From an optimization exercise on the open Yosys and OpenROAD flow, aimed at small area; shortcuts taken in it are not production practice. Function was checked by simulation only, so behaviour that the tests miss may differ from the original.

// jass_prng
module jass_prng (
    input  wire        clk,
    input  wire        rst,
    input  wire        cmd_valid,
    output wire        cmd_ready,
    input  wire [7:0]  cmd_op,
    input  wire [31:0] cmd_a,
    input  wire [31:0] cmd_b,
    output wire        rsp_valid,
    input  wire        rsp_ready,
    output wire [31:0] rsp_data,
    output wire        rsp_err
);
For scale: ~2200 cells after synthesis, about 0.016 sq mm of cells after synthesis.
clock: 22.0 ns
lec_check: 0
abc_area: 1
cap_margin: 30
core_margin: 2
core_utilization: 45
slew_margin: 40
standard.sh (not shown) runs the stock make flow with config.mk's settings and CLKGATE_MAP_FILE= SYNTH_SCRIPT=/design/flow/synth_recipe.tcl, a recipe that flattens the netlist after the stock synthesis.
==> flow/flow/run.sh <==
#!/bin/bash
# The standard layout (the standard.sh: ORFS synthesis through finish), with these changes:
# - the buffer that buffer_ports puts on every input and output port is the platform's smallest
#   buffer, sky130_fd_sc_hd__buf_1, instead of the default choice;
# - clock tree synthesis builds the tree from sky130_fd_sc_hd__clkbuf_8 below a clkbuf_16 root
#   and inserts no dummy loads. Every register's clock still comes through the buffered tree.
set -euo pipefail
export BUFFER_PORTS_ARGS="-buffer_cell sky130_fd_sc_hd__buf_1"
export CTS_ARGS="-sink_clustering_enable -repair_clock_nets -root_buf sky130_fd_sc_hd__clkbuf_16 -buf_list sky130_fd_sc_hd__clkbuf_8 -dont_use_dummy_load"
bash standard.sh finish > standard_flow.log 2>&1
==> next run, changes <==
==> flow/flow/run.sh (replaced) <==
#!/bin/bash
# The standard layout (the standard.sh: ORFS synthesis through finish), with these changes:
# - the buffer that buffer_ports puts on every input and output port is the platform's smallest
#   buffer, sky130_fd_sc_hd__buf_1, instead of the default choice;
# - the buffers Yosys/ABC inserted are removed at floorplan (REMOVE_ABC_BUFFERS), since global
#   placement runs without timing-driven mode (GPL_TIMING_DRIVEN 0 in config.mk);
# - clock tree synthesis builds the tree from sky130_fd_sc_hd__clkbuf_16 (the default buffer)
#   and inserts no dummy loads. Every register's clock still comes through the buffered tree.
set -euo pipefail
export BUFFER_PORTS_ARGS="-buffer_cell sky130_fd_sc_hd__buf_1"
export REMOVE_ABC_BUFFERS=1
export CTS_ARGS="-sink_clustering_enable -repair_clock_nets -buf_list sky130_fd_sc_hd__clkbuf_16 -dont_use_dummy_load"
bash standard.sh finish > standard_flow.log 2>&1
GPL_TIMING_DRIVEN = 0   (was default)
Effect: The new run completed with no timing, DRC or antenna violations. Routed wire length barely changes. Worst setup slack is worse by 0.71 ns. Design area went up by 1.4%. Via count hardly moves. Synthesized cell count stays the same. Count of clock-buffer cells in the layout stays the same. Register-to-register slack is worse by 1.1 ns. Cell count went down by 0.41%.


Another version of the RTL of jass_prng (not shown whole).
Size: about 2200 cells after synthesis, ~180 flip-flops, roughly 110 I/O pins, ~16000 sq um of cells after synthesis.
Design jass_prng, start of the top module:
module jass_prng (
    input  wire        clk,
    input  wire        rst,
    input  wire        cmd_valid,
    output wire        cmd_ready,
    input  wire [7:0]  cmd_op,
    input  wire [31:0] cmd_a,
    input  wire [31:0] cmd_b,
    output wire        rsp_valid,
    input  wire        rsp_ready,
    output wire [31:0] rsp_data,
    output wire        rsp_err
);
export LEC_CHECK = 0
export ABC_AREA = 1
export CAP_MARGIN = 30
export CORE_MARGIN = 2
export CORE_UTILIZATION = 45
export SLEW_MARGIN = 40
create_clock -name core_clock -period 22.0 [get_ports {clk}]
==> flow/flow/run.sh <==
#!/bin/bash
# The standard layout (the standard.sh: ORFS synthesis through finish), with two changes:
# - the buffer that buffer_ports puts on every input and output port is the platform's smallest
#   buffer, sky130_fd_sc_hd__buf_1, instead of the default choice;
# - clock tree synthesis builds the tree from sky130_fd_sc_hd__clkbuf_8 below a clkbuf_16 root
#   and inserts no dummy loads. Every register's clock still comes through the buffered tree.
set -euo pipefail
export BUFFER_PORTS_ARGS="-buffer_cell sky130_fd_sc_hd__buf_1"
export CTS_ARGS="-sink_clustering_enable -repair_clock_nets -root_buf sky130_fd_sc_hd__clkbuf_16 -buf_list sky130_fd_sc_hd__clkbuf_8 -dont_use_dummy_load"
bash standard.sh finish > standard_flow.log 2>&1
Then changed:
--- a/flow/flow/run.sh
+++ b/flow/flow/run.sh
@@ -5 +5 @@
-# - clock tree synthesis builds the tree from sky130_fd_sc_hd__clkbuf_8 below a clkbuf_16 root
+# - clock tree synthesis builds the tree from sky130_fd_sc_hd__clkbuf_8 (instead of clkbuf_16)
@@ -9 +9 @@
-export CTS_ARGS="-sink_clustering_enable -repair_clock_nets -root_buf sky130_fd_sc_hd__clkbuf_16 -buf_list sky130_fd_sc_hd__clkbuf_8 -dont_use_dummy_load"
+export CTS_ARGS="-sink_clustering_enable -repair_clock_nets -buf_list sky130_fd_sc_hd__clkbuf_8 -dont_use_dummy_load"
=> Wire length hardly moves. Cell count is unchanged. Cell area hardly moves. Non-clock buffer count is unchanged.

==> separate check: timing with driven ports <==
The results above use ideal ports. As a check the final layouts listed here were re-extracted and re-timed, cells and wires unchanged. Step 1: set_driving_cell puts a clkbuf_16 on clk and a buf_2 on each other input, an assumption about the parent block. Step 2 moves the port delays by t, midway between the first and last clock arrival at a register: inputs arrive t later, outputs are due t later. That takes back most of the time a late clock gives input paths. Slacks: ideal ports / drivers / drivers and shift; pairs: ideal ports / drivers.
run | t, ns | slack for setup (ns) | hold WS [ns] | worst setup path at the end | worst data-port slew with drivers (ns)
the first run of note 1 | 0.456 | 2.834 / 2.870 / 2.414 | 0.467 / 0.467 / 0.467 | input to register | 0.04
the second run of note 1 | 0.508 | 2.122 / 2.143 / 1.636 | 0.460 / 0.460 / 0.460 | input to register | 0.08
the first run of note 2 | 0.463 | 4.194 / 4.226 / 3.763 | 0.467 / 0.467 / 0.467 | input to register | 0.05
the second run of note 2 | 0.550 | 4.289 / 4.317 / 3.767 | 0.467 / 0.467 / 0.467 | input to register | 0.05
After both steps setup and hold are still met in every run listed. The setup slack of the second run of note 2, which loses most, moves by +0.028 ns with the drivers and by -0.522 ns with both steps.
